Context: an optimization exercise on an open-source flow, tuned for small area. The choices shown serve that exercise and are no tape-out recipe. The RTL was checked by simulation tests, not by an equivalence proof against the original design.

== run A ==
==> flow/design.v <==
module glue_timer (
    input  wire       clk,
    input  wire       rst,         
    input  wire       wr_en,       
    input  wire [2:0] wr_off,      
    input  wire [7:0] wr_data,
    input  wire       tick,
    output wire [7:0] count,       
    output wire       irq
);
    reg [15:0] ticks;
    reg [7:0]  target;
    reg        paused;
    reg        irq_q;
    wire w_tgt   = wr_en && wr_off == 3'd0;
    wire w_rst   = wr_en && wr_off == 3'd2;
    wire w_trig  = wr_en && wr_off == 3'd3;
    wire w_pause = wr_en && wr_off == 3'd4;
    wire w_cont  = wr_en && wr_off == 3'd5;
    wire clr = w_tgt || w_rst || w_trig;
    wire [7:0]  n_target = w_tgt ? wr_data : target;
    wire        n_paused = w_pause || (paused && !clr && !w_cont);
    wire        n_irq    = w_trig || (irq_q && !(w_tgt || w_rst || w_cont));
    wire        go   = tick && !n_paused;
    wire [15:0] inc  = ticks + {15'd0, go};      
    wire [15:0] t    = clr ? 16'd1 : inc;        
    wire        tz   = n_target == 8'd0;
    wire        hit  = !tz && t[7:0] == n_target;    
    wire        fire = tz ? !t[15] : hit;
    wire        zero = clr || (go && hit);
    wire [15:0] n_t  = zero ? {15'd0, clr && go && !hit} : inc;
    always @(posedge clk) begin
        if (rst) begin
            ticks  <= 16'd0;
            target <= 8'd255;
            paused <= 1'b1;
            irq_q  <= 1'b0;
        end else begin
            target <= n_target;
            paused <= n_paused;
            ticks  <= n_t;
            irq_q  <= (go && fire) || n_irq;
        end
    end
    assign count = ticks[7:0];
    assign irq   = irq_q;
endmodule
module glue_disk (
    input  wire        clk,
    input  wire        rst,              
    input  wire        store_open,
    input  wire        store_writable,
    input  wire [40:0] store_size,
    input  wire        wr_en,            
    input  wire        rd_en,            
    input  wire [2:0]  off,              
    input  wire [7:0]  wr_data,
    output wire [7:0]  rd_data,          
    output wire [40:0] st_addr,
    output wire        st_re,
    output wire        st_we,
    output wire [7:0]  st_wdata,
    input  wire [7:0]  st_rdata
);
    reg        status;       
    reg        seeked;
    reg [7:0]  param0, param1, param2, param3;
    reg [40:0] pos;
    wire        le  = off[1];
    reg  [41:0] cc;
    integer     i;
    always @(*) begin
        cc[0] = le;
        for (i = 0; i < 41; i = i + 1)
            cc[i+1] = (store_size[i] & ~pos[i]) | (store_size[i] & cc[i]) |
                      (~pos[i] & cc[i]);
    end
    wire        cmp = cc[41];
    wire data_rd = rd_en && off == 3'd5;
    wire data_wr = wr_en && off == 3'd5;
    assign st_addr  = pos;
    assign st_re    = store_open && data_rd && cmp;
    assign st_we    = store_open && data_wr && store_writable && cmp;
    assign st_wdata = wr_data;
    wire data_ok = st_re || st_we;
    wire cmd     = wr_en && off == 3'd0 && store_open;
    wire select  = cmd && wr_data == 8'h00;
    wire seek    = cmd && wr_data == 8'h01;
    wire stat_nok = seeked ? !cmp : status;
    assign rd_data = {7'd0, rd_en && off == 3'd6 && stat_nok} |
                     ((rd_en && off == 3'd5 && st_re) ? st_rdata : 8'h00);
    always @(posedge clk) begin
        if (rst) begin
            status <= !store_open;
            seeked <= 1'b0;
            pos    <= 41'd0;
        end else begin
            if (seek) begin
                seeked <= 1'b1;
                pos    <= {param3, param2, param1, param0, 9'd0};
            end else begin
                if (select || data_rd || data_wr) begin
                    seeked <= 1'b0;
                    status <= !select && !data_ok;
                end
                pos <= pos + {40'd0, data_ok};
            end
        end
        if (rst || (wr_en && off == 3'd1)) param0 <= rst ? 8'd0 : wr_data;
        if (rst || (wr_en && off == 3'd2)) param1 <= rst ? 8'd0 : wr_data;
        if (rst || (wr_en && off == 3'd3)) param2 <= rst ? 8'd0 : wr_data;
        if (rst || (wr_en && off == 3'd4)) param3 <= rst ? 8'd0 : wr_data;
    end
endmodule
module fuzix_glue (
    input  wire        clk,
    input  wire        rst,              
    input  wire        store_open,
    input  wire        store_writable,
    input  wire [40:0] store_size,
    input  wire        bus_valid,
    input  wire        bus_rd,           
    input  wire        bus_sync,         
    input  wire [15:0] bus_addr,
    input  wire [7:0]  bus_wdata,
    output reg         data_drive,       
    output reg  [7:0]  data_out,         
    input  wire        tick,
    output wire        irq,
    output wire        mem_re,
    output wire        mem_we,
    output wire [15:0] mem_addr,
    output wire [7:0]  mem_wdata,
    input  wire [7:0]  mem_rdata,
    output wire        st_re,
    output wire        st_we,
    output wire [40:0] st_addr,
    output wire [7:0]  st_wdata,
    input  wire [7:0]  st_rdata
);
    wire page_fe   = bus_addr[15:8] == 8'hFE && !bus_addr[4] && !bus_addr[3];
    wire in_disk   = page_fe && bus_addr[7:5] == 3'b011 && bus_addr[2:0] != 3'd7;
    wire in_timer  = page_fe && bus_addr[7:5] == 3'b100 &&
                     !(bus_addr[2] && bus_addr[1]);
    wire in_mem    = !in_disk && !in_timer;
    wire [2:0] off = bus_addr[2:0];
    wire cyc = bus_valid && !rst;
    wire rd  = cyc && bus_rd;
    wire wr  = cyc && !bus_rd;
    assign mem_re    = rd && in_mem;
    assign mem_we    = wr && in_mem;
    assign mem_addr  = bus_addr;
    assign mem_wdata = bus_wdata;
    wire [7:0] timer_count;
    glue_timer u_timer (
        .clk     (clk),
        .rst     (rst),
        .wr_en   (wr && in_timer),
        .wr_off  (off),
        .wr_data (bus_wdata),
        .tick    (tick),
        .count   (timer_count),
        .irq     (irq)
    );
    wire [7:0] disk_rdata;
    glue_disk u_disk (
        .clk            (clk),
        .rst            (rst),
        .store_open     (store_open),
        .store_writable (store_writable),
        .store_size     (store_size),
        .wr_en          (wr && in_disk),
        .rd_en          (rd && in_disk),
        .off            (off),
        .wr_data        (bus_wdata),
        .rd_data        (disk_rdata),
        .st_addr        (st_addr),
        .st_re          (st_re),
        .st_we          (st_we),
        .st_wdata       (st_wdata),
        .st_rdata       (st_rdata)
    );
    wire [7:0] rdata = in_disk  ? disk_rdata :
                       in_timer ? (off == 3'd1 ? timer_count : 8'h00) :
                                  mem_rdata;
    always @(posedge clk) begin
        if (rst)
            data_drive <= 1'b0;
        else if (bus_valid)
            data_drive <= bus_rd;
        if (bus_valid)
            data_out <= rdata;
    end
endmodule
clock: 10.0 ns
lec_check: 0
cap_margin: 20
core_margin: 2
core_utilization: 40
slew_margin: 20
standard.sh (not shown) runs the stock make flow with config.mk's settings and CLKGATE_MAP_FILE= SYNTH_SCRIPT=/design/flow/synth_recipe.tcl, a recipe that flattens the netlist after the stock synthesis.
==> flow/flow/run.sh <==
#!/bin/bash
# The standard ORFS layout with three changes:
#  - synthesis maps the logic with an area-oriented ABC script
#    (flow/abc_area.script) in place of ORFS's speed script; everything
#    else in synthesis (registers, flattening, renaming) is the standard flow's own;
#  - the port buffers are the smallest buffer cell;
#  - the clock tree uses small clock buffers and no dummy loads.
set -euo pipefail
HERE=$PWD
# ORFS synth.tcl, with the ABC script replaced
sed 's#^source \$::env(SCRIPTS_DIR)/synth_preamble.tcl#&\nset abc_args [lreplace $abc_args 1 1 '"$HERE"'/flow/abc_area.script]#' \
    "$FLOW_HOME/scripts/synth.tcl" > my_synth_body.tcl
grep -q abc_area.script my_synth_body.tcl
# The standard flow's synthesis wrapper, sourcing the copy above
sed 's#source \$::env(SCRIPTS_DIR)/synth.tcl#source '"$HERE"'/my_synth_body.tcl#' synth_recipe.tcl > my_synth_recipe.tcl
grep -q my_synth_body.tcl my_synth_recipe.tcl
# standard.sh, with the synthesis script swapped
sed 's#SYNTH_SCRIPT=[^ ]*#SYNTH_SCRIPT='"$HERE"'/my_synth_recipe.tcl#' standard.sh > my_standard.sh
grep -q my_synth_recipe.tcl my_standard.sh
export BUFFER_PORTS_ARGS="-buffer_cell sky130_fd_sc_hd__buf_1"
export CTS_ARGS="-sink_clustering_enable -repair_clock_nets -dont_use_dummy_load -buf_list {sky130_fd_sc_hd__clkbuf_4 sky130_fd_sc_hd__clkbuf_8}"
bash my_standard.sh finish > standard.log 2>&1
==> flow/flow/abc_area.script <==
&get -n
&st
&dch
&nf
&st
&syn2
&if -g -K 6
&synch2
&nf
&st
&syn2
&dch -f
&nf -R 20
&put
Here is what was changed in the inputs of run B compared with run A.
==> flow/flow/abc_area.script <==
&get -n
&st
&deepsyn -T 60
&b
&dch -f
&nf -R 1000
&put
Findings:
Between run B and run A, it is run B whose synthesized cell count is lower, by 3.4%. Worst path setup slack after routing ends up lower on run B. In terms of proportion of cell area spent on the clock network, run A and run B differ only marginally. Re pin count of the biggest net entering global routing: run A was higher than run B. Number of nets in the layout in run B is 1.7% below run A.

[afterwards: timing with drivers on the ports]
In the flow no input, the clock included, has a driving cell. The finished layouts below were timed again as built, in two steps.
Step 1, drivers: a clkbuf_16 drives clk and a buf_2 each remaining input, both assumed.
Step 2, shift: input delay + t, output delay - t, t = (earliest + latest rising clock arrival at the registers) / 2. This alone moves slack from input paths to output paths.
a / b / c = ideal ports / drivers / drivers and shift; a / b = the first two.
run | shift t [ns] | slack for setup (ns) | worst register clock-pin slew, ns
run A | 0.405 | 2.037 / 2.048 / 1.642 | 0.11 / 0.11
run B | 0.401 | 0.970 / 0.947 / 0.784 | 0.10 / 0.10
After both steps setup and hold are still met in every run listed. The setup slack of run A, which loses most, moves by +0.011 ns with the drivers and by -0.395 ns with both steps.
